This is an optimization exercise on Yosys and OpenROAD, whose aim is small area, a short achievable clock period and few clock cycles per item, not a production implementation.
Function was checked by simulation only, so behaviour that the tests miss may differ from the original.
Power and IR drop assume default switching activity.

== v37 ==
Design bitw_core, start of the top module:
module bitw_core (
    input  wire        clk,
    input  wire        rst,           
    input  wire        cmd_valid,
    output wire        cmd_ready,
    input  wire [2:0]  cmd_op,
    input  wire [7:0]  cmd_n,         
    input  wire [31:0] cmd_arg,       
    input  wire [31:0] cmd_num,       
    input  wire [31:0] cmd_den,       
    output reg         rsp_valid,
    output reg  [2:0]  rsp_status,
    output reg  [31:0] rsp_val,
    output reg  [2:0]  rsp_nbytes,
    output reg  [31:0] rsp_bytes
);
For scale: roughly 5500 cells after synthesis, roughly 370 flip-flops, roughly 180 I/O pins.
export LEC_CHECK = 0
export CAP_MARGIN = 20
export CORE_MARGIN = 2
export CORE_UTILIZATION = 40
export SETUP_SLACK_MARGIN = 3
export SLEW_MARGIN = 20
create_clock -name core_clock -period 8.0 [get_ports {clk}]
standard.sh (not shown) runs the stock make flow with config.mk's settings and CLKGATE_MAP_FILE= SYNTH_SCRIPT=/design/flow/synth_recipe.tcl, a recipe that flattens the netlist after the stock synthesis.
==> flow/flow/run.sh <==
#!/bin/bash
# The standard layout, except that the port buffers are ordinary buf_4
# cells instead of the delay cells buffer_ports picks on its own.
set -euo pipefail
export BUFFER_PORTS_ARGS="-buffer_cell sky130_fd_sc_hd__buf_4"
bash standard.sh > standard.log 2>&1
Per the final summary, v37 finished and its layout is clean on timing, DRC and antenna.
Testbench counts of v37, summed over its fixed seeds: cycles 30,215, cmds 24,000.
Relative to v37, the following input files were edited for v20:
- SETUP_SLACK_MARGIN: 3 -> 3.5
- CORE_UTILIZATION: 40 -> 35
### Flow results
v20 was carried through to the last stage, and its layout satisfied the timing, design-rule and antenna checks.
Re routed length on met2: v20 is 18% up on v37.
Relative contribution of the clock network to total power: v20 vs v37 down 1.6 points
A slowest cell on the critical path of sky130_fd_sc_hd__fa_1 is what v20 shows, while sky130_fd_sc_hd__dfxtp_2 belongs to v37.
Between v37 and v20, the flow reports met3 wire length increasing slightly.
Against v37, v20 comes in 2.9 points lower on portion of the clock cycle consumed by the worst path in the final layout.
Where worst-case setup margin in the final layout is concerned, v37 is outperformed by v20.
Between v20 and v37, the routed via count divided by cell count is lower for v20.
Edits applied to the flow inputs when going from v20 to v25:
- CORE_UTILIZATION: 35 -> 40
- SETUP_SLACK_MARGIN: 3.5 -> 3.25
v25 did not stop at any stage, and its layout met the timing, design-rule and antenna checks. v20 reached the final stage; the timing, design-rule and antenna checks on its layout passed. Higher initial core utilization among v25 and v20: v25. Going from v20 to v25, number of buffers added for setup after CTS decreased by 107 relative to the old numbers; share of async-settable or async-resettable flops after synthesis shows no meaningful change; fill cell instance count of the final layout moved down.

* * *

Setup of job 8447:
Another version of the RTL of bitw_core (not shown whole).
Size in the first run: ~5800 cells after synthesis, roughly 380 flip-flops, ~180 I/O pins, about 44000 µm² of cells after synthesis.
// bitw_core
module bitw_core (
    input  wire        clk,
    input  wire        rst,           
    input  wire        cmd_valid,
    output wire        cmd_ready,
    input  wire [2:0]  cmd_op,
    input  wire [7:0]  cmd_n,         
    input  wire [31:0] cmd_arg,       
    input  wire [31:0] cmd_num,       
    input  wire [31:0] cmd_den,       
    output reg         rsp_valid,
    output reg  [2:0]  rsp_status,
    output reg  [31:0] rsp_val,
    output reg  [2:0]  rsp_nbytes,
    output reg  [31:0] rsp_bytes
);
    localparam [2:0] OP_INIT    = 3'd0,
                     OP_WRITE   = 3'd1,
                     OP_SIZE    = 3'd2,
                     OP_EXTRACT = 3'd3,
                     OP_CAP     = 3'd4;
    localparam [2:0] ST_OK       = 3'd0,
                     ST_RATE     = 3'd1,
                     ST_BITCOUNT = 3'd3,
                     ST_CAPACITY = 3'd4,
                     ST_ILLEGAL  = 3'd5;
    localparam [2:0] S_IDLE = 3'd0,    
                     S_WW   = 3'd1,    
                     S_XW   = 3'd2,    
                     S_I1   = 3'd3,    
                     S_IA   = 3'd4,    
                     S_IB   = 3'd5;    
    localparam [1:0] C_CAP = 2'd0,     
                     C_ARG = 2'd1,
  ...
==> flow/config.mk <==
export PLATFORM = sky130hd
export DESIGN_NAME = bitw_core
export DESIGN_NICKNAME = bitw_core
export VERILOG_FILES = /design/flow/design.v
export SDC_FILE = /design/flow/constraint.sdc
export NUM_CORES = 4
export LEC_CHECK = 0
export CAP_MARGIN = 20
export CORE_MARGIN = 2
export CORE_UTILIZATION = 35
export SETUP_SLACK_MARGIN = 4
export SLEW_MARGIN = 20
==> flow/constraint.sdc <==
create_clock -name core_clock -period 8.0 [get_ports {clk}]
set_input_delay 1.6000 -clock core_clock [delete_from_list [all_inputs] [get_ports {clk}]]
set_output_delay 1.6000 -clock core_clock [all_outputs]
set_load 0.01 [all_outputs]
Scripts as last shown in full above: flow/flow/run.sh
Job 8447: all stages complete, timing, DRC and antenna checks passed
Testbench counts of job 8447, summed over its fixed seeds: cycles 29,572, cmds 24,000.
## Diff of input files: job 2144 against job 8447
# job 8447
export LEC_CHECK = 0
export CAP_MARGIN = 20
export CORE_MARGIN = 2
export CORE_UTILIZATION = 35
export SETUP_SLACK_MARGIN = 4
export SLEW_MARGIN = 20
create_clock -name core_clock -period 8.0 [get_ports {clk}]
# job 2144
export LEC_CHECK = 0
export CAP_MARGIN = 20
export CORE_MARGIN = 2
export CORE_UTILIZATION = 35
export SETUP_SLACK_MARGIN = 3.5
export SLEW_MARGIN = 20
create_clock -name core_clock -period 8.0 [get_ports {clk}]
Results
- In the reports for job 8447 and job 2144, the smaller synthesis-to-layout area growth belongs to job 2144.
- Job 2144 against job 8447: combinational power shows a reduction of about 7%, total wire length after detailed routing shows a reduction of 3200 µm.
- Job 2144 did not stop at any stage, and its layout met the timing, design-rule and antenna checks.
- Job 2144 ended up with fewer standard cells than job 8447.
- Maximum clock frequency went down slightly going from job 8447 to job 2144.

* * *

## old
Another version of the RTL of bitw_core (not shown whole).
Size: ~6,000 cells after synthesis, roughly 380 flip-flops, ~180 I/O pins, roughly 45,000 um^2 of cells after synthesis.
## bitw_core
module bitw_core (
    input  wire        clk,
    input  wire        rst,           
    input  wire        cmd_valid,
    output wire        cmd_ready,
    input  wire [2:0]  cmd_op,
    input  wire [7:0]  cmd_n,         
    input  wire [31:0] cmd_arg,       
    input  wire [31:0] cmd_num,       
    input  wire [31:0] cmd_den,       
    output reg         rsp_valid,
    output reg  [2:0]  rsp_status,
    output reg  [31:0] rsp_val,
    output reg  [2:0]  rsp_nbytes,
    output reg  [31:0] rsp_bytes
);
==> flow/config.mk <==
export PLATFORM = sky130hd
export DESIGN_NAME = bitw_core
export DESIGN_NICKNAME = bitw_core
export VERILOG_FILES = /design/flow/design.v
export SDC_FILE = /design/flow/constraint.sdc
export NUM_CORES = 4
export LEC_CHECK = 0
export CAP_MARGIN = 20
export CORE_MARGIN = 2
export CORE_UTILIZATION = 40
export SETUP_SLACK_MARGIN = 3.5
export SLEW_MARGIN = 20
==> flow/constraint.sdc <==
create_clock -name core_clock -period 8.0 [get_ports {clk}]
set_input_delay 1.6000 -clock core_clock [delete_from_list [all_inputs] [get_ports {clk}]]
set_output_delay 1.6000 -clock core_clock [all_outputs]
set_load 0.01 [all_outputs]
Scripts as last shown in full above: flow/flow/run.sh
Testbench counts of old, summed over its fixed seeds: cycles 30,215, cmds 24,000.
### old -> new
Settings: changing CORE_UTILIZATION from 40 to 35.
Against old, new reports a switching power as a share of total power that is lower.
[compare] base=old new=new: final worst setup slack dropped 140 ps, power share of the clock group climbed 0.4 points, cell area climbed 1.3%.
Of new and old, the run reporting the lower standard cell area after detailed placement was old.

-- static timing again, ports no longer ideal --
In the flow no input, the clock included, has a driving cell. The finished layouts below were timed again as built, in two steps. Step 1 assumes that a clkbuf_16 drives the clock port and a buf_2 every other input. Step 2 adds t to the input delays and takes it off the output delays; t is the mean of the earliest and latest rising clock arrival at the registers after step 1. Input paths then give back, and output paths get back, about the clock's delay inside the block. Slacks: ideal / step 1 / step 2; pairs: ideal / step 1.
run	shift t [ns]	setup slack, ns	clock arrival spread, ns	worst register clock-pin slew, ns	cell pins on the clock port's net
v37	0.702	2.986 / 2.986 / 2.454	0.022 / 0.022	0.07 / 0.07	1
v20	0.742	3.220 / 3.220 / 2.677	0.043 / 0.043	0.07 / 0.07	1
v25	0.710	3.125 / 3.125 / 2.617	0.031 / 0.031	0.07 / 0.07	1
job 8447	0.752	3.268 / 3.268 / 2.729	0.054 / 0.055	0.07 / 0.07	1
job 2144	0.734	3.218 / 3.218 / 2.667	0.052 / 0.052	0.07 / 0.07	1
old	0.752	3.500 / 3.500 / 2.814	0.034 / 0.034	0.07 / 0.07	1
new	0.743	3.360 / 3.375 / 2.632	0.033 / 0.034	0.07 / 0.07	1
After both steps every run listed still meets setup and hold. For new, which loses most, drivers alone change the setup slack by +0.015 ns; drivers and shift together by -0.728 ns.
